What follows belongs to an exercise in optimizing a design on an open flow for small area, a short achievable clock period and few clock cycles per item; a production flow would make more cautious choices.
The RTL was checked by simulation tests, not by an equivalence proof against the original design.
Power is estimated from default activity; no workload was simulated.

$ cat design/flow/design.v
module tight_classifier #(
    parameter PAL_CAP = 32,              
    parameter IW      = 5,               
    parameter CW      = 16               
) (
    input  wire              clk,
    input  wire              rst,           
    input  wire              start,
    input  wire [CW-1:0]     npix,          
    input  wire [8:0]        max_colors,    
    output wire              start_ready,
    input  wire              pix_valid,
    input  wire [23:0]       pix_data,
    output wire              pix_ready,
    output reg               done,
    output reg  [2:0]        kind,
    output wire [23:0]       color0,        
    output wire [23:0]       color1,        
    output wire [CW-1:0]     count0,
    output wire [CW-1:0]     count1,
    output wire [IW:0]       ncolors,       
    input  wire [IW-1:0]     rd_idx,
    output wire [23:0]       rd_color,
    output wire [CW-1:0]     rd_count
);
    localparam K_EMPTY     = 3'd0;
    localparam K_SOLID     = 3'd1;
    localparam K_TWOCOLOR  = 3'd2;
    localparam K_PALETTE   = 3'd3;
    localparam K_TRUECOLOR = 3'd4;
    localparam ST_IDLE = 2'd0;
    localparam ST_PIX  = 2'd1;    
    localparam ST_FIN  = 2'd2;    
    reg [1:0]     state;
    reg [CW-1:0]  remaining;      
    reg [IW:0]    maxc;           
    reg           abandoned;
    reg [23:0]    col [0:PAL_CAP-1];
    reg [CW-1:0]  cnt [0:PAL_CAP-1];
    reg [IW:0]    nslots;         
    reg [IW:0]    nres;           
    reg           c0pos;          
    reg           s2v;
    reg           s2new;
    reg [PAL_CAP-1:0] sel2;       
    reg [23:0]    p2;             
    assign start_ready = (state == ST_IDLE);
    assign pix_ready   = (state == ST_PIX);
    wire pix_take = pix_valid && (state == ST_PIX);
    wire do_ins   = pix_take && !abandoned;
    integer k;
    reg [PAL_CAP-1:0] valid;
    always @(*)
        for (k = 0; k < PAL_CAP; k = k + 1)
            valid[k] = (nslots > k);
    reg [CW-1:0]      c2;         
    reg [23:0]        col_j;      
    reg [PAL_CAP-1:0] eq, head, le, shift, cnt_we;
    wire              hitop = s2v && !s2new;
    wire              eq01  = (cnt[0] == cnt[1]);
    wire              fix   = s2v && s2new && sel2[2] && eq01 && c0pos;
    always @(*) begin
        c2    = {CW{1'b0}};
        col_j = 24'd0;
        for (k = 0; k < PAL_CAP; k = k + 1) begin
            c2    = c2    | (cnt[k] & {CW{sel2[k]}});
            col_j = col_j | (col[k] & {24{sel2[k]}});
        end
        if (s2new) c2 = {CW{1'b0}};
        for (k = 0; k < PAL_CAP; k = k + 1)
            eq[k] = valid[k] && (cnt[k] == c2);
        for (k = 0; k < PAL_CAP; k = k + 1) begin
            head[k] = eq[k] && ((k == 0) ? 1'b1 : !eq[(k == 0) ? 0 : k - 1]);
            le[k]   = |(sel2 >> k);
        end
        for (k = 0; k < PAL_CAP; k = k + 1) begin
            shift[k]  = (hitop && eq[k] && !head[k] && le[k]) || (fix && k == 1);
            cnt_we[k] = s2v && (s2new ? sel2[k] : head[k]);
        end
    end
    wire [CW-1:0] c2_inc = c2 + 1'b1;
    wire [23:0]   bcast  = s2new ? p2 : col_j;
    wire [PAL_CAP-1:0] newpos = s2new ? sel2 : head;
    reg [PAL_CAP-1:0] m, m_rot, onehot_n;
    always @(*) begin
        for (k = 0; k < PAL_CAP; k = k + 1) begin
            m[k]        = valid[k] && (col[k] == pix_data);
            onehot_n[k] = (nres == k);
        end
        for (k = 0; k < PAL_CAP; k = k + 1) begin
            if (shift[k])
                m_rot[k] = m[(k == 0) ? 0 : k - 1];
            else if (hitop && head[k])
                m_rot[k] = 1'b0;          
            else if (fix && k == 0)
                m_rot[k] = m[1];
            else
                m_rot[k] = m[k];
        end
    end
    wire same   = s2v && (pix_data == p2);
    wire hit    = same || (|m);
    wire full   = (nres != 0) && (nres >= maxc);
    wire ab_now = do_ins && !hit && full;
    wire alloc  = do_ins && !hit && !full;
    always @(posedge clk) begin
        if (rst) begin
            state <= ST_IDLE;
            done  <= 1'b0;
            s2v   <= 1'b0;
        end else begin
            done <= 1'b0;
            s2v  <= do_ins && !ab_now;
            if (alloc)
                nres <= nres + 1'b1;
            if (ab_now)
                abandoned <= 1'b1;
            if (s2v && s2new)
                nslots <= nslots + 1'b1;
            case (state)
            ST_IDLE: begin
                if (start) begin
                    remaining <= npix;
                    maxc      <= (max_colors > PAL_CAP) ? PAL_CAP[IW:0] : max_colors[IW:0];
                    nres      <= 0;
                    nslots    <= 0;
                    abandoned <= 1'b0;
                    if (npix == 0) begin
                        done <= 1'b1;
                        kind <= K_EMPTY;
                    end else begin
                        state <= ST_PIX;
                    end
                end
            end
            ST_PIX: begin
                if (pix_take) begin
                    remaining <= remaining - 1'b1;
                    if (remaining == 1)
                        state <= ST_FIN;
                end
            end
            default: begin
                done  <= 1'b1;
                if (abandoned)      kind <= K_TRUECOLOR;
                else if (nres == 1) kind <= K_SOLID;
                else if (nres == 2) kind <= K_TWOCOLOR;
                else                kind <= K_PALETTE;
                state <= ST_IDLE;
            end
            endcase
        end
    end
    always @(posedge clk) begin
        sel2  <= (!rst && do_ins && !ab_now) ?
                 (same ? newpos : (hit ? m_rot : onehot_n)) : {PAL_CAP{1'b0}};
        s2new <= !hit;
        p2    <= pix_data;
        for (k = 0; k < PAL_CAP; k = k + 1) begin
            if (cnt_we[k])
                cnt[k] <= c2_inc;
            if (k == 0) begin
                if (fix)
                    col[0] <= col[1];
                else if (cnt_we[0])
                    col[0] <= bcast;
            end else begin
                if (shift[k])
                    col[k] <= col[(k == 0) ? 0 : k - 1];
                else if (cnt_we[k])
                    col[k] <= bcast;
            end
        end
        if (s2v && s2new && sel2[0])
            c0pos <= 1'b0;
        else if (hitop && head[0] && sel2[1])
            c0pos <= !c0pos;
    end
    wire swap = (kind == K_TWOCOLOR) && eq01 && c0pos;
    assign color0  = swap ? col[1] : col[0];
    assign color1  = swap ? col[0] : col[1];
    assign count0  = cnt[0];
    assign count1  = cnt[1];
    assign ncolors = nres;
    assign rd_color = col[rd_idx];
    assign rd_count = cnt[rd_idx];
endmodule
$ cat design/flow/run.sh
#!/bin/bash
# synth_recipe.tcl (not shown) runs the flow's synth.tcl, then flattens the netlist and writes it again
# the make line also repeats each setting of config.mk as NAME=value (left out here)
make -C /OpenROAD-flow-scripts/flow DESIGN_CONFIG=/design/flow/config.mk WORK_HOME=/design/flow/orfs CLKGATE_MAP_FILE= SYNTH_SCRIPT=/design/flow/synth_recipe.tcl finish
$ cat design/flow/config.mk
export PLATFORM = sky130hd
export DESIGN_NAME = tight_classifier
export DESIGN_NICKNAME = tight_classifier
export VERILOG_FILES = /design/flow/design.v
export SDC_FILE = /design/flow/constraint.sdc
export NUM_CORES = 4
export LEC_CHECK = 0
export CAP_MARGIN = 20
export CORE_MARGIN = 2
export CORE_UTILIZATION = 30
export SETUP_SLACK_MARGIN = 4.0
export SLEW_MARGIN = 20
$ cat design/flow/constraint.sdc
create_clock -name core_clock -period 10.0 [get_ports {clk}]
set_input_delay 2.0000 -clock core_clock [delete_from_list [all_inputs] [get_ports {clk}]]
set_output_delay 2.0000 -clock core_clock [all_outputs]
set_load 0.01 [all_outputs]
==> summary.txt, run 1 <==
Synthesis
  • Top cells by area, synth: edfxtp_1 46%, xnor2_1 9.3%, xor2_1 4.3%
  • Syn avg cell area: 10.4 um^2
  • Top_reg_cell synth: edfxtp_1
  • Cells after Synth: 8264
  • Synth async-reset ratio: 0%
  • Post-synth top area share: 46.1%
  • Post-synthesis sequential area ratio: 47.6%
  • Synthesized Nets: 8339
  • Flops & latches, synth: 1380
  • Synthesis warning total: 3
  • Post-Syn Area: between 80000 and 90000 um^2
  • Post-synth cell types: 90
  • Synth area leader: edfxtp_1
  • Number of synthesized flops with an enable pin: 1318

Clocking
  • Sink Count: 1380
  • Max Root-Sink Buffers: 4
  • CTS Buf Count: 177
  • H-tree levels: 4
  • Clk root buf: clkbuf_16

Global routing
  • First-pass GRT wire length: around 1200000 um
  • Largest net degree at the start of global routing: 53
  • Vias in the first global route: 98.1k
  • Gr usage total: 66.1%
  • GRT overflow: 10

Placement
  • DP Wirelength: about 640000 um
  • Placed cell area: 95100 um^2
  • Place WS: ~1.8 ns
  • Routability congestion estimate: 1.19
  • Port Buffer Count: roughly 190

Die
  • Chip width: 539 um
  • Die Height: 539 um
  • Row cnt: about 200
  • Initial Util: a little under a third
  • Number of I/O pins: 190

Status
  • Tool error: [ERROR GRT-0116] Global routing finished with congestion. Check the congestion regions in the DRC Viewer.
  • Status: did not finish
  • Last stage: global routing
==> metal layers <==
metal | GRT overflow | GRT usage [%]
met5 | 0 | 17.2
met3 | 0 | 45.8
met1 | 0 | 67.5
met2 | 8 | 84.5
met4 | 2 | 66.5
==> power by group through the flow <==
stage	registers [mW]	clock network [mW]	logic, mW
4_1_cts	6.33	6.79	1.27
3_5_place_dp	6.45	0	1.18
3_3_place_gp	6.45	0	1.18
2_1_floorplan	6.44	0	0.529
==> cell usage after synthesis (172+ instances only) <==
cell type	instances
a221oi_1	374
a22o_1	369
a22oi_1	459
buf_2	237
clkbuf_1	394
edfxtp_1	1318
nand2_1	816
nand4_1	486
nor2_1	188
nor4_1	172
o21ai_0	690
xnor2_1	915
xor2_1	421
==> how the worst min path moves through the flow <==
stage                              start              endpoint  cells after the start
CTS                 col[0][20]$_DFFE_PP_  col[1][20]$_DFFE_PP_                      2
global placement    col[0][20]$_DFFE_PP_  col[1][20]$_DFFE_PP_                      2
detailed placement  col[0][20]$_DFFE_PP_  col[1][20]$_DFFE_PP_                      2
floorplan             c0pos$_SDFFE_PP0P_    c0pos$_SDFFE_PP0P_                      2
==> kinds of logic after synthesis <==
| group | share of synthesized area [%] |
|---|---|
| XOR/XNOR | 13.6 |
| flip-flops | 47.6 |
| multiplexers | 2.14 |
| AO/OA/AOI/OAI | 19.1 |
| AND/OR/NAND/NOR | 12.9 |
| adder cells (fa/ha/maj) | 0.248 |
| buffers and inverters | 4.40 |
==> through the flow <==
| step | util [%] | std cells |
|---|---|---|
| CTS | 37.1 | 12545 |
| detailed placement | 33.4 | 11979 |
| global placement | 33.3 | 11972 |
| floorplan | - | 8264 |
==> what timing repair did <==
item / 4_1_cts
gates resized for setup: 626
endpoints found under the hold margin: 0
pin swaps: 136
setup buffers: 211
gates cloned: 30
setup endpoints to repair: 1691
hold buffers: 0
Testbench counts, summed over its fixed seeds: cycles 467,251, pixels 466,131.
==> run 2: changes to the inputs <==
--- a/design/flow/design.v
+++ b/design/flow/design.v
@@ -40,6 +40,7 @@
     reg [IW:0]    nslots;         
     reg [IW:0]    nres;           
     reg           c0pos;          
+    reg [PAL_CAP-1:0] tie;        
     reg           s2v;
     reg           s2new;
     reg [PAL_CAP-1:0] sel2;       
@@ -54,32 +55,34 @@
         for (k = 0; k < PAL_CAP; k = k + 1)
             valid[k] = (nslots > k);
     reg [CW-1:0]      c2;         
-    reg [23:0]        col_j;      
-    reg [PAL_CAP-1:0] eq, head, le, shift, cnt_we;
+    reg [PAL_CAP-1:0] x, head, le, shift, cnt_we, hpos;
+    reg [CW-1:0]      cprev;      
     wire              hitop = s2v && !s2new;
-    wire              eq01  = (cnt[0] == cnt[1]);
+    wire              eq01  = tie[1];
     wire              fix   = s2v && s2new && sel2[2] && eq01 && c0pos;
     always @(*) begin
-        c2    = {CW{1'b0}};
-        col_j = 24'd0;
+        c2 = {CW{1'b0}};
+        for (k = 0; k < PAL_CAP; k = k + 1)
+            c2 = c2 | (cnt[k] & {CW{sel2[k]}});
+        if (s2new) c2 = {CW{1'b0}};
         for (k = 0; k < PAL_CAP; k = k + 1) begin
-            c2    = c2    | (cnt[k] & {CW{sel2[k]}});
-            col_j = col_j | (col[k] & {24{sel2[k]}});
-        end
-        if (s2new) c2 = {CW{1'b0}};
-        for (k = 0; k < PAL_CAP; k = k + 1)
-            eq[k] = valid[k] && (cnt[k] == c2);
-        for (k = 0; k < PAL_CAP; k = k + 1) begin
-            head[k] = eq[k] && ((k == 0) ? 1'b1 : !eq[(k == 0) ? 0 : k - 1]);
-            le[k]   = |(sel2 >> k);
+            le[k] = |(sel2 >> k);
+            x[k]  = le[k] && !tie[k];
         end
         for (k = 0; k < PAL_CAP; k = k + 1) begin
-            shift[k]  = (hitop && eq[k] && !head[k] && le[k]) || (fix && k == 1);
+            head[k] = x[k] && !(|(x >> (k + 1)));
+        end
+        for (k = 0; k < PAL_CAP; k = k + 1) begin
+            shift[k]  = (hitop && le[k] && !x[k] && !(|(x >> (k + 1)))) || (fix && k == 1);
             cnt_we[k] = s2v && (s2new ? sel2[k] : head[k]);
+            hpos[k]   = s2new ? sel2[k] : head[k];
         end
+        cprev = {CW{1'b0}};
+        for (k = 0; k < PAL_CAP - 1; k = k + 1)
+            cprev = cprev | (cnt[k] & {CW{hpos[k+1]}});
     end
+    wire tie_h = (cprev == c2 + 1'b1);
     wire [CW-1:0] c2_inc = c2 + 1'b1;
-    wire [23:0]   bcast  = s2new ? p2 : col_j;
     wire [PAL_CAP-1:0] newpos = s2new ? sel2 : head;
     reg [PAL_CAP-1:0] m, m_rot, onehot_n;
     always @(*) begin
@@ -163,14 +166,22 @@
                 if (fix)
                     col[0] <= col[1];
                 else if (cnt_we[0])
-                    col[0] <= bcast;
+                    col[0] <= p2;
             end else begin
                 if (shift[k])
                     col[k] <= col[(k == 0) ? 0 : k - 1];
                 else if (cnt_we[k])
-                    col[k] <= bcast;
+                    col[k] <= p2;
             end
         end
+        if (s2v)
+            for (k = 1; k < PAL_CAP; k = k + 1) begin
+                if (hpos[k])
+                    tie[k] <= tie_h;
+                else if (hpos[k-1])
+                    tie[k] <= 1'b0;
+            end
+        tie[0] <= 1'b0;
         if (s2v && s2new && sel2[0])
             c0pos <= 1'b0;
         else if (hitop && head[0] && sel2[1])
==> summary.txt, run 2 <==
Synthesis
  • Synthesis warning total: 3
  • Commonest cells post-synth: 1349 x edfxtp_1, 772 x mux2_2, 585 x a22oi_1
  • Synth area leader: edfxtp_1
  • Number of synthesized flops with an enable pin: 1349
  • Post-synth top area share: ~49%
  • Synth async-reset ratio: 0%
  • Flops & latches, synth: roughly 1.4k
  • Cells after Synth: between 6k and 7k
  • Top cells by area, synth: edfxtp_1 49%, mux2_2 11%, xnor2_1 5.7%
  • Synthesized Nets: between 7k and 8k
  • Count leader, synth: edfxtp_1
  • Post-Syn Area: 82500 um^2
  • Syn avg cell area: 11.9 um^2
  • Top_reg_cell synth: edfxtp_1
  • Post-synthesis sequential area ratio: 50.6%
  • Post-synth cell types: 98

Clocking
  • Clk root buf: clkbuf_16
  • Later-pin clock latency in the skew report: about 0.94 ns
  • Clock tree from TritonCTS: built
  • H-tree levels: 4
  • Clock slew at reported path FFs: 0.06 ns
  • Sink Count: 1411
  • Max Root-Sink Buffers: 4
  • Hold_buf cts: 0
  • CTS Buf Count: 177

Timing
  • Setup TNS: 0 ns
  • Final hold viol count: 0
  • RSZ-0062 raised after global routing: yes
  • Final clock period utilization by the worst path: 63.5%
  • Final setup vio count: 0
  • Fmax: 157 MHz
  • Slew Limit Fails: 0
  • Worst Skew: 0.0690 ns
  • Rel. slew slack: 6.74%
  • Minimum clock period after layout: about 6.4 ns
  • Worst Max-Slew Pin Slew: 1.40 ns
  • Hold slack: 0.448 ns

Status
  • Status: no timing/DRC/antenna violations

Global routing
  • First-pass GRT wire length: 823000 um
  • M1 GR Usage: 49.6%
  • Gr usage total: ~45%
  • GRT overflow: 0
  • M2 GR Usage: about two thirds
  • Initial antenna violation count: 63
  • Met3 Resource Use GR: 17.2%
  • Largest net degree at the start of global routing: 50
  • Vias in the first global route: 74.8k
  • Global route hottest layer: met2

Placement
  • DP Wirelength: 457000 um
  • Routability congestion estimate: 1.09
  • Port Buffer Count: ~190
  • Cell count after placement: 10.5k

Detailed routing
  • Routed WL: 650000 um
  • Starting DRT DRC Count: 15.7k
  • DRT Pass-1 Iters: 10
  • Residual DRC: 0
  • Final ANT Viol Nets: 0
  • Routed WL per cell: 58.3 um
  • Via/cell ratio: ~7.3
  • Via count: 81.3k

Die
  • Row cnt: about 190
  • Die area: 279000 um^2
  • Number of I/O pins: 190
  • Chip width: 529 um
  • Die Height: 529 um
  • Initial Util: 30.2%
  • Total core area: 274000 um^2

Cells and area
  • Largest regs: col x768, cnt x512, sel2 x32
  • Final non-filler cell total: 11.1k
  • Most flops, register: col
  • Max reg flops: 768
  • Most common cell after layout, fill and taps aside: edfxtp_1
  • Commonest non-fill, non-tap cells in the layout: 1349 x edfxtp_1, 772 x mux2_2, 563 x a22oi_1, 532 x xnor2_1, 451 x buf_4
  • Area Growth Syn to Fin: 23.5%
  • Layout cells sized above 1: a little under a third
  • Layout Nets: 7440
  • Final core utilization: 37.2%

Power and ir drop
  • Power per cell area: 144 nW/um^2
  • P_leak: about 33 nW
  • Power, Total: between 10 and 15 mW
  • Sequential Power Share: 44.0%
  • P_int: ~11 mW
  • Clock share of power: 47.2%
  • Switch Pwr: 3.75 mW
  • Sw frac: 25.6%
  • Worst vdd ir: 0.138 mV
  • Combinational share of power: 8.8%

Critical path
  • Worst EP required: roughly 8.0 ns
  • Slowest stage delay, CP: 0.48 ns
  • Critical Path Most Common Cell: buf_12
  • Kind of critical path: primary input to output pin
  • WP data arrival: 4.35 ns
  • Critical path launch point type: primary input
  • Reg2reg path depth: 13
  • CP max FO: 14
  • Crit. End Element: output pin
  • Crit-path cells: buf_12 -> nand3b_1 -> buf_12 -> buf_4 -> nor2_4 -> bufbuf_16 -> a22oi_1 -> nand3_1 -> o32a_1 -> buf_2
  • CP max-delay cell: bufbuf_16

Job
  • Max_cap viols: 0

Hold path
  • Hold Path Class: register to register
  • Hold depth: 1
==> run 2: kinds of logic (layout without fill, tap and decap cells) <==
family	Yosys count	in the layout	share of synthesized area, %
compound gates	1667	1667	16.0
xor+xnor	828	829	8.79
fa+ha+maj	17	17	0.258
buf+inv	690	1240	3.35
flops	1411	1411	50.6
mux	783	783	10.7
other cells	0	50	0
simple gates	1552	1553	10.4
==> run 2: power by group through the flow <==
stage	Clock, mW	Combinational, mW	Sequential, mW
floorplan	0	0.584	6.59
global placement	0	1.10	6.59
detailed placement	0	1.10	6.59
CTS	6.90	1.19	6.46
global route	7.13	1.29	6.46
finish	6.92	1.29	6.46
==> run 2: area by class of cell <==
| type | instances | area (um^2) |
|---|---|---|
| Tap cell | 3589 | 4490 |
| Timing Repair Buffer | 831 | 8540 |
| Clock inverter | 99 | 1290 |
| Inverter | 95 | 360 |
| Multi-Input combinational cell | 4849 | 40700 |
| Antenna cell | 50 | 125 |
| Sequential cell | 1411 | 41800 |
| Fill cell | 26367 | 172000 |
| Clock buffer | 215 | 4660 |
==> run 2: critical path, delay by kind of cell <==
family	cells	cell delay, ns
buffers and inverters	5	1.11
and+or+nand+nor	3	0.77
AOI/OAI and AO/OA	2	0.42
==> run 2: path summary, 6_finish.rpt <==
kind                              from               endpoint  slack [ns]
hold / removal    sel2[0]$_SDFFE_PN0P_     c0pos$_SDFFE_PP0P_        0.45
setup reg to reg   nslots[2]$_DFFE_PN_  sel2[10]$_SDFFE_PN0P_        3.69
hold reg to reg   sel2[0]$_SDFFE_PN0P_     c0pos$_SDFFE_PP0P_        0.45
setup / recovery             rd_idx[0]           rd_color[22]        3.65
==> run 2: per-layer routing <==
layer	vias to the layer above	part of all wire [%]
met2	8454	41
met1	40978	33
met5	-	0.077
met4	32	13
met3	3092	12
li1	28702	-
==> run 2: timing repair <==
item | 4_1_cts | 5_1_grt
hold endpoints to repair | 0 | 0
gates resized for setup | 608 | 126
setup endpoints to repair | 535 | 168
cloned | 12 | 1
pin swaps | 157 | 88
buffers inserted | 205 | 52
==> run 2: metrics by stage <==
step | instance area (um^2) | setup WS (ns)
6_report | 102000 | 3.65
5_1_grt | 102000 | 3.67
4_1_cts | 100000 | 3.80
3_5_place_dp | 90100 | 1.69
3_3_place_gp | 90000 | 1.58
2_1_floorplan | 82500 | 4.31
Testbench counts of run 2, summed over its fixed seeds: cycles 467,251, pixels 466,131.

## afterwards: timing with drivers on the ports
How much do the figures lean on ideal ports? The routed layout below was timed once more, with nothing changed but the port constraints.
Step 1 (the two cells are an assumption about what drives the block):
set clk [get_ports {clk}]
set_driving_cell -lib_cell sky130_fd_sc_hd__clkbuf_16 $clk
set_driving_cell -lib_cell sky130_fd_sc_hd__buf_2 [delete_from_list [all_inputs] $clk]
Step 2 times the ports against the registers' clock, not the clock port: input delays grow and output delays shrink by t, the midpoint of the rising clock arrivals with the driver on.
Slacks: ideal ports / drivers / drivers and shift; pairs: ideal ports / drivers.
run: run 2
t, ns: 1.006
slack for setup (ns): 3.649 / 3.467 / 2.821
hold slack, ns: 0.448 / 0.448 / 0.448
worst register clock-pin slew, ns: 0.08 / 0.08
After both steps setup and hold are still met in run 2. The setup slack of run 2 moves by -0.182 ns with the drivers and by -0.828 ns with both steps.
